This is an optimization exercise on Yosys and OpenROAD, whose aim is small area, a short achievable clock period and few clock cycles, not a production implementation. In this exercise RTL edits were held to simulation tests only and were not proved equivalent to the original. Power and IR drop assume default switching activity.

### flow/run.sh
#!/bin/bash
# synth_recipe.tcl (not shown) runs the flow's synth.tcl, then flattens the netlist and writes it again
# the make line also repeats each setting of config.mk as NAME=value (left out here)
make -C /OpenROAD-flow-scripts/flow DESIGN_CONFIG=/design/flow/config.mk WORK_HOME=/design/flow/orfs CLKGATE_MAP_FILE= SYNTH_SCRIPT=/design/flow/synth_recipe.tcl finish
### flow/config.mk
export PLATFORM = sky130hd
export DESIGN_NAME = udp_tx_engine
export DESIGN_NICKNAME = udp_tx_engine
export VERILOG_FILES = /design/flow/design.v
export SDC_FILE = /design/flow/constraint.sdc
export NUM_CORES = 4
export LEC_CHECK = 0
export CAP_MARGIN = 20
export CORE_MARGIN = 2
export CORE_UTILIZATION = 40
export PLACE_DENSITY = 0.6
export SLEW_MARGIN = 20
### flow/constraint.sdc
create_clock -name core_clock -period 6.0 [get_ports {clk}]
set_input_delay 1.2000 -clock core_clock [delete_from_list [all_inputs] [get_ports {clk}]]
set_output_delay 1.2000 -clock core_clock [all_outputs]
set_load 0.01 [all_outputs]
### flow/design.v
module cksum_unit (
    input  wire        clk,
    input  wire        clear,       
    input  wire        byte_en,     
    input  wire [7:0]  byte_in,
    output wire [15:0] result       
);
    reg [31:0] acc;
    reg        odd;                 
    always @(posedge clk) begin
        if (clear) begin
            acc <= 32'd0;
            odd <= 1'b0;
        end else if (byte_en) begin
            if (odd)
                acc <= acc + {24'd0, byte_in};
            else
                acc <= acc + {16'd0, byte_in, 8'd0};
            odd <= ~odd;
        end
    end
    wire [16:0] fold1 = {1'b0, acc[15:0]} + {1'b0, acc[31:16]};
    wire [16:0] fold2 = {1'b0, fold1[15:0]} + {16'd0, fold1[16]};
    assign result = ~fold2[15:0];
endmodule
module udp_tx_engine (
    input  wire        clk,
    input  wire        rst,
    input  wire        cmd_valid,
    output wire        cmd_ready,
    input  wire        cmd_op,
    input  wire [15:0] cmd_sport,
    input  wire [15:0] cmd_dport,
    input  wire [31:0] cmd_dst_ip,
    input  wire [15:0] cmd_len,
    input  wire        in_valid,
    output wire        in_ready,
    input  wire [7:0]  in_data,
    output wire        out_valid,
    input  wire        out_ready,
    output wire [7:0]  out_data,
    output wire        out_last,
    output wire        res_valid,
    output wire [1:0]  res_code,
    output wire [15:0] res_cksum
);
    localparam [47:0] LOCAL_MAC   = 48'h52_54_00_12_34_56;
    localparam [47:0] PEER_MAC    = 48'h52_55_0a_00_02_02;
    localparam [31:0] LOCAL_IP    = 32'h0a_00_02_0f;
    localparam [7:0]  IP_TX_TTL   = 8'd100;
    localparam [15:0] ETHTYPE_IP  = 16'h0800;
    localparam [7:0]  IPPROTO_UDP = 8'd17;
    localparam [15:0] BUF_SIZE    = 16'd4096;
    localparam [15:0] HDRS        = 16'd42;
    localparam [15:0] MAX_PLEN    = BUF_SIZE - HDRS;
    localparam OP_UDP_TX = 1'b0;
    localparam OP_CKSUM  = 1'b1;
    localparam [1:0] RES_OK        = 2'd0;
    localparam [1:0] RES_TOO_LARGE = 2'd2;
    localparam [3:0] S_IDLE    = 4'd0,
                     S_BUILD   = 4'd1,
                     S_HSUM    = 4'd2,
                     S_HFILL   = 4'd3,
                     S_HSEND   = 4'd4,
                     S_PSEND   = 4'd5,
                     S_CK_DATA = 4'd6,
                     S_CK_DONE = 4'd7,
                     S_RES     = 4'd8;
    reg [3:0]  state;
    reg [15:0] sport, dport, plen;
    reg [31:0] dst_ip;
    reg [1:0]  code;
    reg [15:0] cnt;             
    reg [8*42-1:0] hdr;         
    wire cmd_fire = cmd_valid && cmd_ready;
    wire in_fire  = in_valid && in_ready;
    wire out_fire = out_valid && out_ready;
    wire [5:0] sum_idx  = 6'd14 + cnt[5:0];
    wire [7:0] sum_byte = hdr[8*(41 - sum_idx) +: 8];
    wire [7:0] tx_byte  = hdr[8*(41 - cnt[5:0]) +: 8];
    wire        ck_clear = (state == S_IDLE) || (state == S_BUILD);
    wire        ck_en    = (state == S_HSUM) || ((state == S_CK_DATA) && in_fire);
    wire [7:0]  ck_byte  = (state == S_HSUM) ? sum_byte : in_data;
    wire [15:0] ck_result;
    cksum_unit u_cksum (
        .clk     (clk),
        .clear   (ck_clear),
        .byte_en (ck_en),
        .byte_in (ck_byte),
        .result  (ck_result)
    );
    always @(posedge clk) begin
        if (rst) begin
            state <= S_IDLE;
            cnt   <= 16'd0;
            code  <= RES_OK;
        end else begin
            case (state)
                S_IDLE: if (cmd_fire) begin
                    sport  <= cmd_sport;
                    dport  <= cmd_dport;
                    dst_ip <= cmd_dst_ip;
                    plen   <= cmd_len;
                    cnt    <= 16'd0;
                    code   <= RES_OK;
                    if (cmd_op == OP_CKSUM) begin
                        state <= (cmd_len == 16'd0) ? S_CK_DONE : S_CK_DATA;
                    end else if (cmd_len > MAX_PLEN) begin
                        code  <= RES_TOO_LARGE;
                        state <= S_RES;
                    end else begin
                        state <= S_BUILD;
                    end
                end
                S_BUILD: begin
                    hdr <= { PEER_MAC,
                             LOCAL_MAC,
                             ETHTYPE_IP,
                             8'h45, 8'h00,               
                             16'd28 + plen,              
                             16'h0000, 16'h0000,         
                             IP_TX_TTL, IPPROTO_UDP,
                             16'h0000,                   
                             LOCAL_IP,
                             dst_ip,
                             sport,
                             dport,
                             16'd8 + plen,               
                             16'h0000 };                 
                    cnt   <= 16'd0;
                    state <= S_HSUM;
                end
                S_HSUM: begin
                    if (cnt == 16'd19) begin
                        cnt   <= 16'd0;
                        state <= S_HFILL;
                    end else begin
                        cnt <= cnt + 16'd1;
                    end
                end
                S_HFILL: begin
                    hdr[8*(41 - 25) +: 16] <= ck_result;
                    cnt   <= 16'd0;
                    state <= S_HSEND;
                end
                S_HSEND: if (out_fire) begin
                    if (cnt == 16'd41) begin
                        cnt   <= 16'd0;
                        state <= (plen == 16'd0) ? S_RES : S_PSEND;
                    end else begin
                        cnt <= cnt + 16'd1;
                    end
                end
                S_PSEND: if (out_fire) begin
                    if (cnt == plen - 16'd1) begin
                        state <= S_RES;
                    end else begin
                        cnt <= cnt + 16'd1;
                    end
                end
                S_CK_DATA: if (in_fire) begin
                    if (cnt == plen - 16'd1) begin
                        state <= S_CK_DONE;
                    end else begin
                        cnt <= cnt + 16'd1;
                    end
                end
                S_CK_DONE: state <= S_IDLE;
                S_RES: state <= S_IDLE;
                default: state <= S_IDLE;
            endcase
        end
    end
    assign cmd_ready = (state == S_IDLE);
    assign in_ready  = (state == S_CK_DATA) || ((state == S_PSEND) && out_ready);
    assign out_valid = (state == S_HSEND) || ((state == S_PSEND) && in_valid);
    assign out_data  = (state == S_HSEND) ? tx_byte : in_data;
    assign out_last  = ((state == S_HSEND) && (cnt == 16'd41) && (plen == 16'd0)) ||
                       ((state == S_PSEND) && (cnt == plen - 16'd1));
    assign res_valid = (state == S_CK_DONE) || (state == S_RES);
    assign res_code  = code;
    assign res_cksum = ck_result;
endmodule
==> results.txt <==
### Global route
- first-pass GRT wire length: 64,700 um
- initial antenna violation count: 0
- largest net degree at the start of global routing: 95
- GRT overflow: 0
- total track usage: 21.5%
- via count of the first global-routing pass: 11,600

### Final layout
- ANT cells: 0
- Filler Cells Inserted: 3,424
- fraction of the core area covered by cells at the end of the flow: 48.0%
- proportion of layout cells with a drive suffix above 1: 10.3%
- most frequent standard cell in the layout excluding fill and tap cells: sky130_fd_sc_hd__edfxtp_1
- layout overhead on the synthesized area: 19.0%
- number of nets in the layout: 1,691
- commonest non-fill, non-tap cells in the layout: 190 x sky130_fd_sc_hd__edfxtp_1, 115 x sky130_fd_sc_hd__nor2_1, 114 x sky130_fd_sc_hd__a21oi_1
- final cell count without fillers: 2,038

### STA
- Setup violations, final: 0
- shortest period the worst path allows: 5.80 ns
- worst-case clock skew: 0.0190 ns
- summed negative setup slack over all endpoints: 0 ns
- worst slew margin relative to its limit: 45.2%
- RSZ-0062 raised after global routing: false
- Worst-Margin Slew: 0.820 ns
- final-report hold violation count: 0
- fmax: 0.172 GHz
- max-slew violation count: 0
- final worst path period share: 96.6%

### Yosys
- primary flip-flop cell chosen by synthesis mapping: sky130_fd_sc_hd__edfxtp_1
- sequential-to-total area share from yosys stat: 46.2%
- Post-synth EDFFs: 190
- nets in the synthesized netlist: 1,578
- Mapped Avg Cell Area: 10.2 um2
- Seq cells post-synth: 244
- share of async-settable or async-resettable flops after synthesis: 0%
- number of library cell types mapped by synthesis: 89
- post-synthesis instance area: 14,700 um2
- Cells after Synth: 1,436
- number of warning messages in the yosys log: 2

### Detailed routing
- Post-DRT Antenna Nets: 0
- top metal layer carrying routed signals: met4
- routed len/inst: 20.5 um
- DR vias: 11,900
- wire length on met3: 2400 um
- First DRT Iteration DRCs: 998
- drt first pass iters: 5
- DRT met1 WL: 18,400 um
- wire length after detailed routing: 41,700 um
- Remaining DRCs: 0
- met2 wire length: 19,500 um
- Via density: 5.83

### Clock tree
- number of H-tree levels: 1
- clock net sink count: 244
- clock input transition at the sequential cells of the worst setup and hold paths: 0.06 ns
- clock buffer depth: 3
- total of hold buffers inserted after clock tree synthesis: 0
- clock network latency to the later pin of the worst-skew pair: 0.56 ns
- clock tree from TritonCTS: built
- clock buffer count from CTS: 27
- cell chosen for the clock root: sky130_fd_sc_hd__clkbuf_16

### Place
- cell count after placement: 1,983
- detailed placement HPWL: 30,700 um
- Port Buffers: 123
- routability congestion estimate from global placement: 0.955

### Job
- Maximum Capacitance Violations: 0

### Die
- horizontal die dimension: 196 um
- die boundary height: 196 um
- # rows: 70
- die outline area: 38,300 um2
- CORE AREA: 36,400 um2
- initial cell density of the core: 40.3%
- I/O pin count: 125

### Power and ir drop
- areal power density over the cells: 401 nW/um2
- peak supply drop: 217 uV
- static power due to leakage: 0.00611 uW

### Worst setup path
- startpoint type of the worst setup path: flop
- critical path data arrival time: 4.60 ns
- CP required: 4.80 ns
- worst flop-to-flop path startpoint: cnt[2]
- kind of capture point of the worst setup path: output pin
- Worst Setup Path Type: reg -> out
- largest driver fanout on the critical path: 6
- source of the critical timing path: u_cksum.acc[16]

### Min path
- worst min-delay path category: reg -> reg
- origin of the worst min-delay path: dst_ip[26]

### Outcome
- result of the run: complete, no violations

## path summary, 6_finish.rpt
check / slack (ns) / depth (start not counted) / end
worst max-delay path: 0.20 / 16 / res_cksum[11]
worst min-delay path: 0.42 / 0 / hdr[90]
worst max register to register: 0.82 / 23 / u_cksum.acc[31]
worst min register to register: 0.42 / 0 / hdr[90]
## power by group
| group | internal [uW] | total (uW) | switching, uW | leakage, uW |
|---|---|---|---|---|
| clock | 924 | 1620 | 700 | 0.000413 |
| combinational | 1200 | 3040 | 1840 | 0.00352 |
| sequential | 2070 | 2350 | 275 | 0.00218 |
| total | 4200 | 7010 | 2810 | 0.00611 |
## critical path, stage by stage, from the launching register on
cell                            delay (ns)
sky130_fd_sc_hd__dfxtp_2              0.35
sky130_fd_sc_hd__ha_2                 0.20
sky130_fd_sc_hd__fa_2                 0.37
sky130_fd_sc_hd__a211oi_2             0.24
sky130_fd_sc_hd__o31ai_1              0.12
sky130_fd_sc_hd__o41a_1               0.35
sky130_fd_sc_hd__a211o_1              0.32
sky130_fd_sc_hd__a21o_1               0.18
sky130_fd_sc_hd__a21o_1               0.16
sky130_fd_sc_hd__a21o_1               0.17
sky130_fd_sc_hd__a21o_1               0.18
sky130_fd_sc_hd__ha_1                 0.21
sky130_fd_sc_hd__and3_1               0.22
sky130_fd_sc_hd__and4b_1              0.25
sky130_fd_sc_hd__or3b_2               0.21
sky130_fd_sc_hd__xor2_1               0.23
sky130_fd_sc_hd__dlygate4sd2_1        0.30
## layout make-up
cell class / instances / area (um2) / share of cell area (%)
clock inverters: 17 / 168 / 0.959
inverters: 39 / 146 / 0.837
well taps: 468 / 586 / 3.35
flip-flops and latches: 244 / 6790 / 38.8
clock buffers: 33 / 698 / 3.99
multi-input cells: 1064 / 7460 / 42.6
repair buffers: 173 / 1640 / 9.38
## Yosys cell counts (all sizes together) (16+ instances only)
cell      n  area share, %
mux2i    32            2.2
or3      19           0.81
mux4     19            2.9
edfxtp  190             39
nand3    44            1.5
nor3     32            1.1
xor2     36            2.1
nand2   105            2.7
a211oi   16           0.85
a21o     24            1.2
buf      32            1.0
ha       45            3.8
nor4     19           0.95
o21ai    76            2.6
a21oi   116            4.0
clkbuf   57            1.5
nor2    117            3.0
inv      39            1.0
xnor2    65            3.9
dfxtp    54            7.4
## timing repair
item / in CTS / in global routing
pin swaps: 4 / 3
buffers inserted: 2 / 3
gates resized for setup: 12 / 11
endpoints found under the setup margin: 11 / 11
## routing by layer
| metal | vias up | GRT usage [%] |
|---|---|---|
| met1 | 5752 | 29.1 |
| met3 | 85 | 3.16 |
| li1 | 5687 | - |
| met2 | 364 | 35.6 |
| met5 | - | 0 |
| met4 | 0 | 7.24 |
## logic make-up (layout without fill, tap and decap cells)
| group | after synthesis | after routing | share of synthesized area (%) |
|---|---|---|---|
| compound gates | 399 | 399 | 18.0 |
| buf+inv | 128 | 262 | 3.46 |
| fa+ha+maj | 48 | 48 | 4.24 |
| flops | 244 | 244 | 46.2 |
| other cells | 1 | 1 | 0.0255 |
| xor+xnor | 104 | 104 | 6.49 |
| simple gates | 451 | 451 | 15.8 |
| mux | 61 | 61 | 5.86 |
## metrics by stage
step	total power (uW)	area (um2)	hold slack, ns	setup WS (ns)
floorplan	4350	14700	0.400	0.381
global placement	5350	16600	0.405	0.357
finish	7010	17500	0.416	0.203
detailed placement	5380	16600	0.405	0.321
CTS	7000	17500	0.415	0.0527
global route	7400	17500	0.423	0.000982
## registers in the layout, summed over array words and instances (netlist names)
register / cells
u_cksum.odd: 1
cnt: 16
state: 4
code: 1
plen: 16
dport: 16
hdr: 110
dst_ip: 32
sport: 16
u_cksum.acc: 32
Testbench counts, summed over its fixed seeds: cycles 223,792.

[re-timing with driven ports]
In the flow no input, the clock included, has a driving cell. The finished layout below was timed again as built, in two steps. Step 1: set_driving_cell puts a clkbuf_16 on clk and a buf_2 on each other input, an assumption about the parent block. Step 2, shift: input delay + t, output delay - t, t = (earliest + latest rising clock arrival at the registers) / 2. This alone moves slack from input paths to output paths. a / b / c = ideal ports / drivers / drivers and shift; a / b = the first two.
t, ns: 0.608
slack for setup (ns): 0.203 / 0.150 / 0.758
worst slew at a driven data input, ns: 0.05
After both steps this run still meets setup and hold. The setup slack of this run moves by -0.053 ns with the drivers and by +0.555 ns with both steps.
